What follows belongs to an exercise in optimizing a design on an open flow for small area; a production flow would make more cautious choices.
At most, simulation tests tie the RTL to the original design; equivalence was not proved.
No activity file was given, so power comes from the tool's default toggle rates.

==> exp/umber: inputs <==
Design sha512_engine, start of the top module:
module sha512_engine (
  input  wire        clk,
  input  wire        rst,           
  input  wire        req_valid,
  input  wire        req_we,
  input  wire [6:0]  req_addr,
  input  wire [63:0] req_wdata,
  output wire        req_ready,
  output reg         rsp_valid,
  output wire [63:0] rsp_rdata
);
==> flow/config.mk <==
export PLATFORM = sky130hd
export DESIGN_NAME = sha512_engine
export DESIGN_NICKNAME = sha512_engine
export VERILOG_FILES = /design/flow/design.v
export SDC_FILE = /design/flow/constraint.sdc
export NUM_CORES = 8
export LEC_CHECK = 0
export CAP_MARGIN = 20
export CORE_MARGIN = 2
export CORE_UTILIZATION = 55
export PLACE_DENSITY = 0.7
export SLEW_MARGIN = 20
export SYNTH_MEMORY_MAX_BITS = 16384
==> flow/constraint.sdc <==
create_clock -name core_clock -period 16.0 [get_ports {clk}]
set_input_delay 3.2000 -clock core_clock [delete_from_list [all_inputs] [get_ports {clk}]]
set_output_delay 3.2000 -clock core_clock [all_outputs]
set_load 0.01 [all_outputs]
standard.sh (not shown) runs the stock make flow with config.mk's settings and CLKGATE_MAP_FILE= SYNTH_SCRIPT=/design/flow/synth_recipe.tcl, a recipe that flattens the netlist after the stock synthesis.
==> flow/flow/run.sh <==
#!/bin/bash
# Own layout flow: the standard ORFS flow with an area-oriented ABC
# script in synthesis, the smallest buffer on each port, a clock tree without
# dummy loads, and antenna repair with a margin and more rounds.  Each
# tool's output is in orfs/logs/; make's own output in flow_make.log.
set -euo pipefail
WORK=$PWD
export AREA_ABC_SCRIPT=$WORK/flow/area.abc
CTS="-sink_clustering_enable -repair_clock_nets -dont_use_dummy_load -sink_buffer_max_cap_derate 1.0 -buf_list {sky130_fd_sc_hd__clkbuf_16} -sink_clustering_size 25 -sink_clustering_max_diameter 80 -clustering_exponent 2"
bash standard.sh SYNTH_SCRIPT=$WORK/flow/synth_area.tcl "CTS_ARGS=$CTS" \
  "BUFFER_PORTS_ARGS=-buffer_cell sky130_fd_sc_hd__buf_1" MAX_REPAIR_ANTENNAS_ITER_DRT=8 \
  PRE_GLOBAL_ROUTE_TCL=$WORK/flow/antenna.tcl PRE_DETAIL_ROUTE_TCL=$WORK/flow/antenna.tcl \
  finish > $WORK/flow_make.log 2>&1
==> flow/flow/antenna.tcl <==
# Sourced before global and detailed routing: every antenna repair aims 30%
# below the antenna ratio limits, so that the few long, lightly loaded nets
# do not need round after round of re-routing.
if { [llength [info commands repair_antennas_std]] == 0 } {
  rename repair_antennas repair_antennas_std
  proc repair_antennas { args } { repair_antennas_std {*}$args -ratio_margin 30 }
}
==> flow/flow/area.abc <==
strash
&get -n
&st
&syn2
&dch
&nf -R 1000
&put
strash
&get -n
&st
&synch2
&dch -f
&nf -a -R 1000
&put
strash
&get -n
&st
&synch2
&dch -f
&nf -p -a -R 1000 -F 8 -A 6 -C 32
&put
topo
stime -c
buffer -c
upsize -c
dnsize -c
stime -c
==> flow/flow/synth_area.tcl <==
# synth_recipe.tcl with one change: Yosys's abc pass runs flow/area.abc, an
# area-oriented mapping script, in place of ORFS's default script.
proc synth {args} { yosys synth -nofsm -noshare {*}$args }
proc abc {args} {
  set i [lsearch -exact $args -script]
  if { $i >= 0 } { lset args [expr { $i + 1 }] $::env(AREA_ABC_SCRIPT) }
  yosys abc {*}$args
}
source $::env(SCRIPTS_DIR)/synth.tcl
# left out here: clear keep_hierarchy, flatten, clean up, hide names made inside functions, write 1_2_yosys.v
==> inputs of exp/juniper, as changes to exp/umber <==
Settings changed: CORE_UTILIZATION 55 to 50, PLACE_DENSITY 0.7 to 0.6.
==> notes <==
In clock power, exp/juniper and exp/umber hardly differ. In exp/juniper the global-route usage is lower than in exp/umber, by 2.8 points. In sequential power, exp/juniper and exp/umber hardly differ. First-iteration DRC count: exp/umber is higher than exp/juniper (4.5%). Worst setup slack: exp/umber is worse than exp/juniper (0.36 ns). Combinational power: exp/juniper is lower than exp/umber (2.8%).

---

==> run a <==
==> flow/design.v <==
module sha512_engine (
  input  wire        clk,
  input  wire        rst,           
  input  wire        req_valid,
  input  wire        req_we,
  input  wire [6:0]  req_addr,
  input  wire [63:0] req_wdata,
  output wire        req_ready,
  output reg         rsp_valid,
  output wire [63:0] rsp_rdata
);
  localparam [1:0] P_IDLE  = 2'd0,
                   P_LOAD  = 2'd1,
                   P_ROUND = 2'd2,
                   P_FEED  = 2'd3;
  reg [2047:0] Mf;        
  reg [511:0]  Hf;        
  reg [255:0]  ad;        
  reg [255:0]  eh;        
  reg [1023:0] wq;        
  reg [1:0]  phase;
  reg        two;
  reg        blk;
  reg        done;
  reg [6:0]  wc;          
  reg [3:0]  dg;          
  wire busy    = (phase != P_IDLE);
  wire p_round = (phase == P_ROUND);
  wire p_feed  = (phase == P_FEED);
  wire [2:0] wk = ~wc[2:0];    
  function automatic [63:0] k_word(input [6:0] t);
    case (t)
      7'd0: k_word = 64'h428a2f98d728ae22;
      7'd1: k_word = 64'h7137449123ef65cd;
      7'd2: k_word = 64'hb5c0fbcfec4d3b2f;
      7'd3: k_word = 64'he9b5dba58189dbbc;
      7'd4: k_word = 64'h3956c25bf348b538;
      7'd5: k_word = 64'h59f111f1b605d019;
      7'd6: k_word = 64'h923f82a4af194f9b;
      7'd7: k_word = 64'hab1c5ed5da6d8118;
      7'd8: k_word = 64'hd807aa98a3030242;
      7'd9: k_word = 64'h12835b0145706fbe;
      7'd10: k_word = 64'h243185be4ee4b28c;
      7'd11: k_word = 64'h550c7dc3d5ffb4e2;
      7'd12: k_word = 64'h72be5d74f27b896f;
      7'd13: k_word = 64'h80deb1fe3b1696b1;
      7'd14: k_word = 64'h9bdc06a725c71235;
      7'd15: k_word = 64'hc19bf174cf692694;
      7'd16: k_word = 64'he49b69c19ef14ad2;
      7'd17: k_word = 64'hefbe4786384f25e3;
      7'd18: k_word = 64'h0fc19dc68b8cd5b5;
      7'd19: k_word = 64'h240ca1cc77ac9c65;
      7'd20: k_word = 64'h2de92c6f592b0275;
      7'd21: k_word = 64'h4a7484aa6ea6e483;
      7'd22: k_word = 64'h5cb0a9dcbd41fbd4;
      7'd23: k_word = 64'h76f988da831153b5;
      7'd24: k_word = 64'h983e5152ee66dfab;
      7'd25: k_word = 64'ha831c66d2db43210;
      7'd26: k_word = 64'hb00327c898fb213f;
      7'd27: k_word = 64'hbf597fc7beef0ee4;
      7'd28: k_word = 64'hc6e00bf33da88fc2;
      7'd29: k_word = 64'hd5a79147930aa725;
      7'd30: k_word = 64'h06ca6351e003826f;
      7'd31: k_word = 64'h142929670a0e6e70;
      7'd32: k_word = 64'h27b70a8546d22ffc;
      7'd33: k_word = 64'h2e1b21385c26c926;
      7'd34: k_word = 64'h4d2c6dfc5ac42aed;
      7'd35: k_word = 64'h53380d139d95b3df;
      7'd36: k_word = 64'h650a73548baf63de;
      7'd37: k_word = 64'h766a0abb3c77b2a8;
      7'd38: k_word = 64'h81c2c92e47edaee6;
      7'd39: k_word = 64'h92722c851482353b;
      7'd40: k_word = 64'ha2bfe8a14cf10364;
      7'd41: k_word = 64'ha81a664bbc423001;
      7'd42: k_word = 64'hc24b8b70d0f89791;
      7'd43: k_word = 64'hc76c51a30654be30;
      7'd44: k_word = 64'hd192e819d6ef5218;
      7'd45: k_word = 64'hd69906245565a910;
      7'd46: k_word = 64'hf40e35855771202a;
      7'd47: k_word = 64'h106aa07032bbd1b8;
      7'd48: k_word = 64'h19a4c116b8d2d0c8;
      7'd49: k_word = 64'h1e376c085141ab53;
      7'd50: k_word = 64'h2748774cdf8eeb99;
      7'd51: k_word = 64'h34b0bcb5e19b48a8;
      7'd52: k_word = 64'h391c0cb3c5c95a63;
      7'd53: k_word = 64'h4ed8aa4ae3418acb;
      7'd54: k_word = 64'h5b9cca4f7763e373;
      7'd55: k_word = 64'h682e6ff3d6b2b8a3;
      7'd56: k_word = 64'h748f82ee5defb2fc;
      7'd57: k_word = 64'h78a5636f43172f60;
      7'd58: k_word = 64'h84c87814a1f0ab72;
      7'd59: k_word = 64'h8cc702081a6439ec;
      7'd60: k_word = 64'h90befffa23631e28;
      7'd61: k_word = 64'ha4506cebde82bde9;
      7'd62: k_word = 64'hbef9a3f7b2c67915;
      7'd63: k_word = 64'hc67178f2e372532b;
      7'd64: k_word = 64'hca273eceea26619c;
      7'd65: k_word = 64'hd186b8c721c0c207;
      7'd66: k_word = 64'heada7dd6cde0eb1e;
      7'd67: k_word = 64'hf57d4f7fee6ed178;
      7'd68: k_word = 64'h06f067aa72176fba;
      7'd69: k_word = 64'h0a637dc5a2c898a6;
      7'd70: k_word = 64'h113f9804bef90dae;
      7'd71: k_word = 64'h1b710b35131c471b;
      7'd72: k_word = 64'h28db77f523047d84;
      7'd73: k_word = 64'h32caab7b40c72493;
      7'd74: k_word = 64'h3c9ebe0a15c9bebc;
      7'd75: k_word = 64'h431d67c49c100d4c;
      7'd76: k_word = 64'h4cc5d4becb3e42b6;
      7'd77: k_word = 64'h597f299cfc657e2a;
      7'd78: k_word = 64'h5fcb6fab3ad6faec;
      7'd79: k_word = 64'h6c44198c4a475817;
      default: k_word = 64'h0;
    endcase
  endfunction
  function automatic [63:0] iv_word(input [2:0] idx);
    case (idx)
      3'd0: iv_word = 64'h6a09e667f3bcc908;
      3'd1: iv_word = 64'hbb67ae8584caa73b;
      3'd2: iv_word = 64'h3c6ef372fe94f82b;
      3'd3: iv_word = 64'ha54ff53a5f1d36f1;
      3'd4: iv_word = 64'h510e527fade682d1;
      3'd5: iv_word = 64'h9b05688c2b3e6c1f;
      3'd6: iv_word = 64'h1f83d9abfb41bd6b;
      default: iv_word = 64'h5be0cd19137e2179;
    endcase
  endfunction
  function automatic tap(input [63:0] x, input [63:0] y, input [3:0] d, input integer p);
    tap = ({d, 2'b00} + p >= 64) ? y[p] : x[p];
  endfunction
  function automatic shr(input [63:0] x, input [3:0] d, input integer p);
    shr = ({d, 2'b00} + p >= 64) ? 1'b0 : x[p];
  endfunction
  wire is_status_rd = !req_we && (req_addr == 7'h09);
  assign req_ready  = !busy || is_status_rd;
  wire acc          = req_valid && req_ready;
  wire acc_rd       = acc && !req_we;
  wire acc_wr       = acc && req_we;
  wire wr_h         = acc_wr && (req_addr[6:3] == 4'b0000);
  wire wr_m         = acc_wr && (req_addr[6:5] == 2'b01);
  wire wr_cmd       = acc_wr && (req_addr == 7'h08);
  wire cmd1         = (req_wdata == 64'd1);
  wire cmd2         = (req_wdata == 64'd2);
  reg  [5:0] addr_q;
  reg        sts_q;
  reg        rsv_q;
  reg  [1:0] st_q;
  always @(posedge clk) begin
    addr_q <= {req_addr[5], req_addr[4:0]};
    sts_q  <= (req_addr == 7'h09);
    rsv_q  <= !((req_addr[6:3] == 4'b0000) || (req_addr[6:5] == 2'b01) || (req_addr == 7'h09));
    st_q   <= {done, busy};
  end
  always @(posedge clk) begin
    if (rst) rsp_valid <= 1'b0;
    else     rsp_valid <= acc_rd;
  end
  wire [5:0] eaddr = p_round ? {1'b1, blk, wc[3:0]} : {3'b000, wk};
  wire [5:0] rsel  = busy ? eaddr : addr_q;
  reg  [63:0] rdword;
  integer r;
  always @* begin
    rdword = 64'd0;
    for (r = 0; r < 32; r = r + 1)
      if (rsel[5] && rsel[4:0] == r) rdword = Mf[64*r +: 64];
    for (r = 0; r < 8; r = r + 1)
      if (!rsel[5] && rsel[2:0] == r) rdword = Hf[64*r +: 64];
  end
  assign rsp_rdata = (sts_q || rsv_q) ? {62'd0, sts_q ? st_q : 2'b00} : rdword;
  wire [3:0] rdig = rdword[{dg, 2'b00} +: 4];
  wire [63:0] ivw = iv_word(wk);
  wire [3:0] ivdig = ivw[{dg, 2'b00} +: 4];
  wire [3:0] src  = (two && !blk) ? ivdig : rdig;
  wire [63:0] kw  = k_word(wc);
  wire [3:0] kdig = kw[{dg, 2'b00} +: 4];
  wire [63:0] wa = ad[255:192], wb = ad[191:128];
  wire [63:0] we_ = eh[255:192], wf = eh[191:128];
  wire [63:0] x15 = wq[127:64],  y15 = wq[63:0];
  wire [63:0] x2  = wq[959:896], y2  = wq[895:832];
  wire [3:0] a_d = ad[195:192], b_d = ad[131:128], c_d = ad[67:64], d_d = ad[3:0];
  wire [3:0] e_d = eh[195:192], f_d = eh[131:128], g_d = eh[67:64], h_d = eh[3:0];
  wire [3:0] w7_d = wq[579:576], w16_d = wq[3:0];
  reg [3:0] S0, S1, s0, s1;
  integer k;
  always @* begin
    for (k = 0; k < 4; k = k + 1) begin
      S0[k] = tap(wa, wb, dg, (k + 28) % 64) ^ tap(wa, wb, dg, (k + 34) % 64) ^ tap(wa, wb, dg, (k + 39) % 64);
      S1[k] = tap(we_, wf, dg, (k + 14) % 64) ^ tap(we_, wf, dg, (k + 18) % 64) ^ tap(we_, wf, dg, (k + 41) % 64);
      s0[k] = tap(x15, y15, dg, (k + 1) % 64) ^ tap(x15, y15, dg, (k + 8) % 64) ^ shr(x15, dg, k + 7);
      s1[k] = tap(x2, y2, dg, (k + 19) % 64) ^ tap(x2, y2, dg, (k + 61) % 64) ^ shr(x2, dg, k + 6);
    end
  end
  wire [3:0] chd = (e_d & f_d) ^ (~e_d & g_d);
  wire [3:0] mjd = (a_d & b_d) ^ (a_d & c_d) ^ (b_d & c_d);
  reg  [2:0] c1_q;
  reg  [1:0] ca_q;
  reg        ce_q;
  reg  [1:0] cw_q;
  reg        cf_q;
  wire first = (dg == 4'd0);
  wire [5:0] sumw = s1 + w7_d + s0 + w16_d + (first ? 2'd0 : cw_q);
  wire [3:0] wd   = (wc < 7'd16) ? rdig : sumw[3:0];
  wire [6:0] sum1 = h_d + S1 + chd + kdig + wd + (first ? 3'd0 : c1_q);
  wire [3:0] t1d  = sum1[3:0];
  wire [5:0] suma = t1d + S0 + mjd + (first ? 2'd0 : ca_q);
  wire [4:0] sume = d_d + t1d + (first ? 1'b0 : ce_q);
  wire [4:0] sumf = src + (p_feed ? h_d : 4'd0) + (first ? 1'b0 : cf_q);
  wire [3:0] a_in = p_round ? suma[3:0] : sumf[3:0];
  wire [3:0] e_in = p_round ? sume[3:0] : d_d;
  always @(posedge clk) begin
    c1_q <= sum1[6:4];
    ca_q <= suma[5:4];
    ce_q <= sume[4];
    cw_q <= sumw[5:4];
    cf_q <= sumf[4];
    ad   <= {a_in, ad[255:4]};
    eh   <= {e_in, eh[255:4]};
    wq   <= {wd, wq[1023:4]};
  end
  integer j, i;
  always @(posedge clk) begin
    for (j = 0; j < 32; j = j + 1)
      if (wr_m && req_addr[4:0] == j)
        Mf[64*j +: 64] <= req_wdata;
    for (j = 0; j < 8; j = j + 1)
      for (i = 0; i < 16; i = i + 1)
        if ((wr_h && req_addr[2:0] == j) || (p_feed && wk == j && dg == i))
          Hf[64*j + 4*i +: 4] <= busy ? sumf[3:0] : req_wdata[4*i +: 4];
  end
  always @(posedge clk) begin
    if (rst) begin
      phase <= P_IDLE;
      done  <= 1'b0;
      dg    <= 4'd0;
    end else begin
      dg <= busy ? dg + 4'd1 : 4'd0;
      case (phase)
        P_IDLE: begin
          if (wr_cmd && (cmd1 || cmd2)) begin
            two   <= cmd2;
            blk   <= 1'b0;
            done  <= 1'b0;
            wc    <= 7'd0;
            phase <= P_LOAD;
          end
        end
        P_LOAD: begin
          if (dg == 4'd15) begin
            if (wc[2:0] == 3'd7) begin
              wc    <= 7'd0;
              phase <= P_ROUND;
            end else
              wc <= wc + 7'd1;
          end
        end
        P_ROUND: begin
          if (dg == 4'd15) begin
            if (wc == 7'd79) begin
              wc    <= 7'd0;
              phase <= P_FEED;
            end else
              wc <= wc + 7'd1;
          end
        end
        default: begin   
          if (dg == 4'd15) begin
            if (wc[2:0] == 3'd7) begin
              wc <= 7'd0;
              if (two && !blk) begin
                blk   <= 1'b1;
                phase <= P_ROUND;
              end else begin
                done  <= 1'b1;
                phase <= P_IDLE;
              end
            end else
              wc <= wc + 7'd1;
          end
        end
      endcase
    end
  end
endmodule
==> flow/run.sh <==
#!/bin/bash
# synth_recipe.tcl (not shown) runs the flow's synth.tcl, then flattens the netlist and writes it again
# the make line also repeats each setting of config.mk as NAME=value (left out here)
make -C /OpenROAD-flow-scripts/flow DESIGN_CONFIG=/design/flow/config.mk WORK_HOME=/design/flow/orfs CLKGATE_MAP_FILE= SYNTH_SCRIPT=/design/flow/synth_recipe.tcl finish
==> flow/config.mk <==
export PLATFORM = sky130hd
export DESIGN_NAME = sha512_engine
export DESIGN_NICKNAME = sha512_engine
export VERILOG_FILES = /design/flow/design.v
export SDC_FILE = /design/flow/constraint.sdc
export NUM_CORES = 8
export LEC_CHECK = 0
export CAP_MARGIN = 20
export CORE_MARGIN = 2
export CORE_UTILIZATION = 30
export PLACE_DENSITY = 0.5
export SLEW_MARGIN = 20
export SYNTH_MEMORY_MAX_BITS = 16384
==> flow/constraint.sdc <==
create_clock -name core_clock -period 16.0 [get_ports {clk}]
set_input_delay 3.2000 -clock core_clock [delete_from_list [all_inputs] [get_ports {clk}]]
set_output_delay 3.2000 -clock core_clock [all_outputs]
set_load 0.01 [all_outputs]
==> inputs of run b, as changes to run a <==
==> flow/design.v, changed modules only <==
module sha512_engine (
  input  wire        clk,
  input  wire        rst,           
  input  wire        req_valid,
  input  wire        req_we,
  input  wire [6:0]  req_addr,
  input  wire [63:0] req_wdata,
  output wire        req_ready,
  output reg         rsp_valid,
  output wire [63:0] rsp_rdata
);
  localparam [2:0] P_IDLE  = 3'd0,
                   P_PRE   = 3'd1,
                   P_LOAD  = 3'd2,
                   P_ROUND = 3'd3,
                   P_REST  = 3'd4,
                   P_FEED  = 3'd5;
  reg [2047:0] Mf;        
  reg [511:0]  Hf;        
  reg [255:0]  ad;        
  reg [255:0]  eh;        
  reg [63:0]   acc;       
  reg [11:0]   side;      
  reg [2:0]  phase;
  reg        two;
  reg        blk;
  reg        done;
  reg [6:0]  wc;          
  reg [3:0]  dg;          
  wire busy    = (phase != P_IDLE);
  wire p_pre   = (phase == P_PRE);
  wire p_load  = (phase == P_LOAD);
  wire p_round = (phase == P_ROUND);
  wire p_rest  = (phase == P_REST);
  wire p_feed  = (phase == P_FEED);
  wire [2:0] wk = ~wc[2:0];    
  function automatic [63:0] k_word(input [6:0] t);
    case (t)
      7'd0: k_word = 64'h428a2f98d728ae22;
      7'd1: k_word = 64'h7137449123ef65cd;
      7'd2: k_word = 64'hb5c0fbcfec4d3b2f;
      7'd3: k_word = 64'he9b5dba58189dbbc;
      7'd4: k_word = 64'h3956c25bf348b538;
      7'd5: k_word = 64'h59f111f1b605d019;
      7'd6: k_word = 64'h923f82a4af194f9b;
      7'd7: k_word = 64'hab1c5ed5da6d8118;
      7'd8: k_word = 64'hd807aa98a3030242;
      7'd9: k_word = 64'h12835b0145706fbe;
      7'd10: k_word = 64'h243185be4ee4b28c;
      7'd11: k_word = 64'h550c7dc3d5ffb4e2;
      7'd12: k_word = 64'h72be5d74f27b896f;
      7'd13: k_word = 64'h80deb1fe3b1696b1;
      7'd14: k_word = 64'h9bdc06a725c71235;
      7'd15: k_word = 64'hc19bf174cf692694;
      7'd16: k_word = 64'he49b69c19ef14ad2;
      7'd17: k_word = 64'hefbe4786384f25e3;
      7'd18: k_word = 64'h0fc19dc68b8cd5b5;
      7'd19: k_word = 64'h240ca1cc77ac9c65;
      7'd20: k_word = 64'h2de92c6f592b0275;
      7'd21: k_word = 64'h4a7484aa6ea6e483;
      7'd22: k_word = 64'h5cb0a9dcbd41fbd4;
      7'd23: k_word = 64'h76f988da831153b5;
      7'd24: k_word = 64'h983e5152ee66dfab;
      7'd25: k_word = 64'ha831c66d2db43210;
      7'd26: k_word = 64'hb00327c898fb213f;
      7'd27: k_word = 64'hbf597fc7beef0ee4;
      7'd28: k_word = 64'hc6e00bf33da88fc2;
      7'd29: k_word = 64'hd5a79147930aa725;
      7'd30: k_word = 64'h06ca6351e003826f;
      7'd31: k_word = 64'h142929670a0e6e70;
      7'd32: k_word = 64'h27b70a8546d22ffc;
      7'd33: k_word = 64'h2e1b21385c26c926;
      7'd34: k_word = 64'h4d2c6dfc5ac42aed;
      7'd35: k_word = 64'h53380d139d95b3df;
      7'd36: k_word = 64'h650a73548baf63de;
      7'd37: k_word = 64'h766a0abb3c77b2a8;
      7'd38: k_word = 64'h81c2c92e47edaee6;
      7'd39: k_word = 64'h92722c851482353b;
      7'd40: k_word = 64'ha2bfe8a14cf10364;
      7'd41: k_word = 64'ha81a664bbc423001;
      7'd42: k_word = 64'hc24b8b70d0f89791;
      7'd43: k_word = 64'hc76c51a30654be30;
      7'd44: k_word = 64'hd192e819d6ef5218;
      7'd45: k_word = 64'hd69906245565a910;
      7'd46: k_word = 64'hf40e35855771202a;
      7'd47: k_word = 64'h106aa07032bbd1b8;
      7'd48: k_word = 64'h19a4c116b8d2d0c8;
      7'd49: k_word = 64'h1e376c085141ab53;
      7'd50: k_word = 64'h2748774cdf8eeb99;
      7'd51: k_word = 64'h34b0bcb5e19b48a8;
      7'd52: k_word = 64'h391c0cb3c5c95a63;
      7'd53: k_word = 64'h4ed8aa4ae3418acb;
      7'd54: k_word = 64'h5b9cca4f7763e373;
      7'd55: k_word = 64'h682e6ff3d6b2b8a3;
      7'd56: k_word = 64'h748f82ee5defb2fc;
      7'd57: k_word = 64'h78a5636f43172f60;
      7'd58: k_word = 64'h84c87814a1f0ab72;
      7'd59: k_word = 64'h8cc702081a6439ec;
      7'd60: k_word = 64'h90befffa23631e28;
      7'd61: k_word = 64'ha4506cebde82bde9;
      7'd62: k_word = 64'hbef9a3f7b2c67915;
      7'd63: k_word = 64'hc67178f2e372532b;
      7'd64: k_word = 64'hca273eceea26619c;
      7'd65: k_word = 64'hd186b8c721c0c207;
      7'd66: k_word = 64'heada7dd6cde0eb1e;
      7'd67: k_word = 64'hf57d4f7fee6ed178;
      7'd68: k_word = 64'h06f067aa72176fba;
      7'd69: k_word = 64'h0a637dc5a2c898a6;
      7'd70: k_word = 64'h113f9804bef90dae;
      7'd71: k_word = 64'h1b710b35131c471b;
      7'd72: k_word = 64'h28db77f523047d84;
      7'd73: k_word = 64'h32caab7b40c72493;
      7'd74: k_word = 64'h3c9ebe0a15c9bebc;
      7'd75: k_word = 64'h431d67c49c100d4c;
      7'd76: k_word = 64'h4cc5d4becb3e42b6;
      7'd77: k_word = 64'h597f299cfc657e2a;
      7'd78: k_word = 64'h5fcb6fab3ad6faec;
      7'd79: k_word = 64'h6c44198c4a475817;
      default: k_word = 64'h0;
    endcase
  endfunction
  function automatic [63:0] iv_word(input [2:0] idx);
    case (idx)
      3'd0: iv_word = 64'h6a09e667f3bcc908;
      3'd1: iv_word = 64'hbb67ae8584caa73b;
      3'd2: iv_word = 64'h3c6ef372fe94f82b;
      3'd3: iv_word = 64'ha54ff53a5f1d36f1;
      3'd4: iv_word = 64'h510e527fade682d1;
      3'd5: iv_word = 64'h9b05688c2b3e6c1f;
      3'd6: iv_word = 64'h1f83d9abfb41bd6b;
      default: iv_word = 64'h5be0cd19137e2179;
    endcase
  endfunction
  function automatic [63:0] ssig0(input [63:0] x);
    ssig0 = {x[0], x[63:1]} ^ {x[7:0], x[63:8]} ^ (x >> 7);
  endfunction
  function automatic [63:0] ssig1(input [63:0] x);
    ssig1 = {x[18:0], x[63:19]} ^ {x[60:0], x[63:61]} ^ (x >> 6);
  endfunction
  function automatic tap(input [63:0] x, input [63:0] y, input [3:0] d, input integer p);
    tap = ({d, 2'b00} + p >= 64) ? y[p] : x[p];
  endfunction
  wire is_status_rd = !req_we && (req_addr == 7'h09);
  assign req_ready  = !busy || is_status_rd;
  wire acc_ok       = req_valid && req_ready;
  wire acc_rd       = acc_ok && !req_we;
  wire acc_wr       = acc_ok && req_we;
  wire wr_h         = acc_wr && (req_addr[6:3] == 4'b0000);
  wire wr_m         = acc_wr && (req_addr[6:5] == 2'b01);
  wire wr_cmd       = acc_wr && (req_addr == 7'h08);
  wire cmd1         = (req_wdata == 64'd1);
  wire cmd2         = (req_wdata == 64'd2);
  reg  [5:0] addr_q;
  reg        sts_q;
  reg        rsv_q;
  reg  [1:0] st_q;
  always @(posedge clk) begin
    addr_q <= {req_addr[5], req_addr[4:0]};
    sts_q  <= (req_addr == 7'h09);
    rsv_q  <= !((req_addr[6:3] == 4'b0000) || (req_addr[6:5] == 2'b01) || (req_addr == 7'h09));
    st_q   <= {done, busy};
  end
  always @(posedge clk) begin
    if (rst) rsp_valid <= 1'b0;
    else     rsp_valid <= acc_rd;
  end
  wire [1:0] k      = dg[1:0];
  wire [5:0] rr     = {wc[3:0], dg[3:2]};           
  wire       feed_ld = p_feed && two && !blk && (wc[2:0] == 3'd7) && (dg == 4'd15);
  wire       ld0    = p_pre || feed_ld;              
  wire       opc    = ld0 || p_rest || (p_round && dg[3:2] == 2'b11);
  wire [3:0] base   = p_round ? wc[3:0] + 4'd1 : ~rr[3:0];
  wire [3:0] off    = (k == 2'd0) ? 4'd0 : (k == 2'd1) ? 4'd1 : (k == 2'd2) ? 4'd9 : 4'd14;
  wire [3:0] slot   = ld0 ? 4'd0 : base + off;
  wire       oblk   = p_pre ? 1'b0 : (feed_ld ? 1'b1 : blk);
  wire       mport  = p_pre || p_round || p_rest || feed_ld;
  wire [5:0] eaddr = mport ? {1'b1, oblk, slot} : {3'b000, wk};
  wire [5:0] rsel  = busy ? eaddr : addr_q;
  reg  [63:0] rdword;
  integer r;
  always @* begin
    rdword = 64'd0;
    for (r = 0; r < 32; r = r + 1)
      if (rsel[5] && rsel[4:0] == r) rdword = Mf[64*r +: 64];
    for (r = 0; r < 8; r = r + 1)
      if (!rsel[5] && rsel[2:0] == r) rdword = Hf[64*r +: 64];
  end
  assign rsp_rdata = (sts_q || rsv_q) ? {62'd0, sts_q ? st_q : 2'b00} : rdword;
  wire        first_op = ld0 || (k == 2'd0);
  wire        sub      = p_rest && !first_op;
  wire        zero_op  = p_round && (wc < 7'd15) && !first_op;
  wire [63:0] opnd     = zero_op ? 64'd0 :
                         (k == 2'd1 && !ld0) ? ssig0(rdword) :
                         (k == 2'd3 && !ld0) ? ssig1(rdword) : rdword;
  wire [63:0] acc_nx   = (first_op ? 64'd0 : acc) + (sub ? ~opnd : opnd) + {63'd0, sub};
  always @(posedge clk) begin
    if (opc)
      acc <= acc_nx;
    if (dg == 4'd12)
      side <= acc[63:52];
  end
  wire [3:0] rdig  = rdword[{dg, 2'b00} +: 4];
  wire [63:0] ivw  = iv_word(wk);
  wire [3:0] ivdig = ivw[{dg, 2'b00} +: 4];
  wire [3:0] src   = (two && !blk) ? ivdig : rdig;
  wire [63:0] kw   = k_word(wc);
  wire [3:0] kdig  = kw[{dg, 2'b00} +: 4];
  wire [63:0] wsrc = (dg > 4'd12) ? {side, acc[51:0]} : acc;
  wire [3:0] wd    = wsrc[{dg, 2'b00} +: 4];
  wire [63:0] wa = ad[255:192], wb = ad[191:128];
  wire [63:0] we_ = eh[255:192], wf = eh[191:128];
  wire [3:0] a_d = ad[195:192], b_d = ad[131:128], c_d = ad[67:64], d_d = ad[3:0];
  wire [3:0] e_d = eh[195:192], f_d = eh[131:128], g_d = eh[67:64], h_d = eh[3:0];
  reg [3:0] S0, S1;
  integer n;
  always @* begin
    for (n = 0; n < 4; n = n + 1) begin
      S0[n] = tap(wa, wb, dg, n + 28) ^ tap(wa, wb, dg, n + 34) ^ tap(wa, wb, dg, n + 39);
      S1[n] = tap(we_, wf, dg, n + 14) ^ tap(we_, wf, dg, n + 18) ^ tap(we_, wf, dg, n + 41);
    end
  end
  wire [3:0] chd = (e_d & f_d) ^ (~e_d & g_d);
  wire [3:0] mjd = (a_d & b_d) ^ (a_d & c_d) ^ (b_d & c_d);
  reg  [2:0] c1_q;
  reg  [1:0] ca_q;
  reg        ce_q;
  reg        cf_q;
  wire first = (dg == 4'd0);
  wire [6:0] sum1 = h_d + S1 + chd + kdig + wd + (first ? 3'd0 : c1_q);
  wire [3:0] t1d  = sum1[3:0];
  wire [5:0] suma = t1d + S0 + mjd + (first ? 2'd0 : ca_q);
  wire [4:0] sume = d_d + t1d + (first ? 1'b0 : ce_q);
  wire [3:0] srcg = (p_load || p_feed) ? src : 4'd0;
  wire [3:0] fadd = (p_feed || p_rest) ? h_d : 4'd0;
  wire [4:0] sumf = srcg + fadd + (first ? 1'b0 : cf_q);
  wire [3:0] a_in = p_round ? suma[3:0] : sumf[3:0];
  wire [3:0] e_in = p_round ? sume[3:0] : d_d;
  always @(posedge clk) begin
    c1_q <= sum1[6:4];
    ca_q <= suma[5:4];
    ce_q <= sume[4];
    cf_q <= sumf[4];
    ad   <= {a_in, ad[255:4]};
    eh   <= {e_in, eh[255:4]};
  end
  wire       wm_eng = (p_round && dg == 4'd0 && wc >= 7'd16) ||
                      (p_rest && k == 2'd0 && rr != 6'd0) ||
                      (p_feed && wc == 7'd0 && dg == 4'd0);
  wire [3:0] wslot  = p_round ? wc[3:0] : ~rr[3:0] + 4'd1;
  integer j, i;
  always @(posedge clk) begin
    for (j = 0; j < 32; j = j + 1)
      if ((wr_m && req_addr[4:0] == j) || (wm_eng && {blk, wslot} == j))
        Mf[64*j +: 64] <= busy ? acc : req_wdata;
    for (j = 0; j < 8; j = j + 1)
      for (i = 0; i < 16; i = i + 1)
        if ((wr_h && req_addr[2:0] == j) || (p_feed && wk == j && dg == i))
          Hf[64*j + 4*i +: 4] <= busy ? sumf[3:0] : req_wdata[4*i +: 4];
  end
  always @(posedge clk) begin
    if (rst) begin
      phase <= P_IDLE;
      done  <= 1'b0;
      dg    <= 4'd0;
    end else begin
      dg <= (busy && !p_pre) ? dg + 4'd1 : 4'd0;
      case (phase)
        P_IDLE: begin
          if (wr_cmd && (cmd1 || cmd2)) begin
            two   <= cmd2;
            blk   <= 1'b0;
            done  <= 1'b0;
            wc    <= 7'd0;
            phase <= P_PRE;
          end
        end
        P_PRE:
          phase <= P_LOAD;
        P_LOAD: begin
          if (dg == 4'd15) begin
            if (wc[2:0] == 3'd7) begin
              wc    <= 7'd0;
              phase <= P_ROUND;
            end else
              wc <= wc + 7'd1;
          end
        end
        P_ROUND: begin
          if (dg == 4'd15) begin
            if (wc == 7'd79) begin
              wc    <= 7'd0;
              phase <= P_REST;
            end else
              wc <= wc + 7'd1;
          end
        end
        P_REST: begin
          if (dg == 4'd15) begin
            if (wc[3:0] == 4'd15) begin
              wc    <= 7'd0;
              phase <= P_FEED;
            end else
              wc <= wc + 7'd1;
          end
        end
        default: begin   
          if (dg == 4'd15) begin
            if (wc[2:0] == 3'd7) begin
              wc <= 7'd0;
              if (two && !blk) begin
                blk   <= 1'b1;
                phase <= P_ROUND;
              end else begin
                done  <= 1'b1;
                phase <= P_IDLE;
              end
            end else
              wc <= wc + 7'd1;
          end
        end
      endcase
    end
  end
endmodule
--- a/flow/config.mk
+++ b/flow/config.mk
@@ -7,7 +7,8 @@
 export LEC_CHECK = 0
 export CAP_MARGIN = 20
 export CORE_MARGIN = 2
-export CORE_UTILIZATION = 30
-export PLACE_DENSITY = 0.5
+export CORE_UTILIZATION = 55
+export CTS_BUF_LIST = sky130_fd_sc_hd__clkbuf_2 sky130_fd_sc_hd__clkbuf_4 sky130_fd_sc_hd__clkbuf_8
+export PLACE_DENSITY = 0.65
 export SLEW_MARGIN = 20
 export SYNTH_MEMORY_MAX_BITS = 16384
==> impl_metrics.yaml <==
worst_setup_path:
  cp_slowest_stage_delay_ns: 1.00
  cp_slowest_cell: "a222oi_1"
floorplanning:
  core_sq_um: 485300
timing:
  worst_slew_margin_rel_pct: 7.365
run_status:
  outcome: "no timing/DRC/antenna violations"
clock_tree:
  clock-root-buffer: "clkbuf_16"
cells_and_area:
  antennaDiodeCount: 72
  register_area_sq_um: 109700
placement:
  dp_hpwl_mm: 455.1
power_and_ir_drop:
  total_power_mw: 22.94
The numbers above come from run a.

==> impl_metrics.yaml <==
routing:
  dr.pass1.iters: 8
run_status:
  outcome: "no timing/DRC/antenna violations"
cells_and_area:
  register_area_sq_um: 91480
  antennaDiodeCount: 19
  final_area_sq_um: 152100
placement:
  dpl.cell_count: 13390
yosys:
  ys_seq_area_share_pct: 67.94
worst_setup_path:
  crit_path_start_kind: "flip-flop"
  cp_slowest_cell: "a311oi_1"
  cp_slowest_stage_delay_ns: 1.03
timing:
  worst_slew_margin_rel_pct: 12.16
power_and_ir_drop:
  total_power_mw: 22.15
  seq_power_mw: 9.64
floorplanning:
  die_area_sq_um: 248800
  core_sq_um: 243200
clock_tree:
  clock-root-buffer: "clkbuf_8"
The numbers above come from run b.

Function not checked in run b: the RTL went through the layout flow alone.

[separate check: timing with driven ports]
In the flow no input, the clock included, has a driving cell. The finished layouts below were timed again as built, in two steps.
Step 1 (the two cells are an assumption about what drives the block):
set clk [get_ports {clk}]
set_driving_cell -lib_cell sky130_fd_sc_hd__clkbuf_16 $clk
set_driving_cell -lib_cell sky130_fd_sc_hd__buf_2 [delete_from_list [all_inputs] $clk]
Step 2 adds t to the input delays and takes it off the output delays; t is the mean of the earliest and latest rising clock arrival at the registers after step 1. Input paths then give back, and output paths get back, about the clock's delay inside the block.
Three values: ideal, step 1, step 2; two values: the first two.
run | shift t [ns] | setup WS [ns] | latest minus earliest clock arrival (ns) | worst register clock-pin slew, ns | pins driven straight from the clock port
exp/umber | 0.941 | 4.049 / 4.049 / 4.049 | 0.130 / 0.130 | 0.11 / 0.11 | 1
exp/juniper | 0.941 | 4.409 / 4.409 / 4.409 | 0.128 / 0.128 | 0.11 / 0.11 | 1
run a | 1.097 | 3.622 / 3.511 / 3.846 | 0.140 / 0.140 | 0.08 / 0.08 | 1
run b | 1.194 | 2.237 / 2.131 / 2.765 | 0.168 / 0.168 | 0.07 / 0.07 | 1
After both steps every run listed still meets setup and hold.
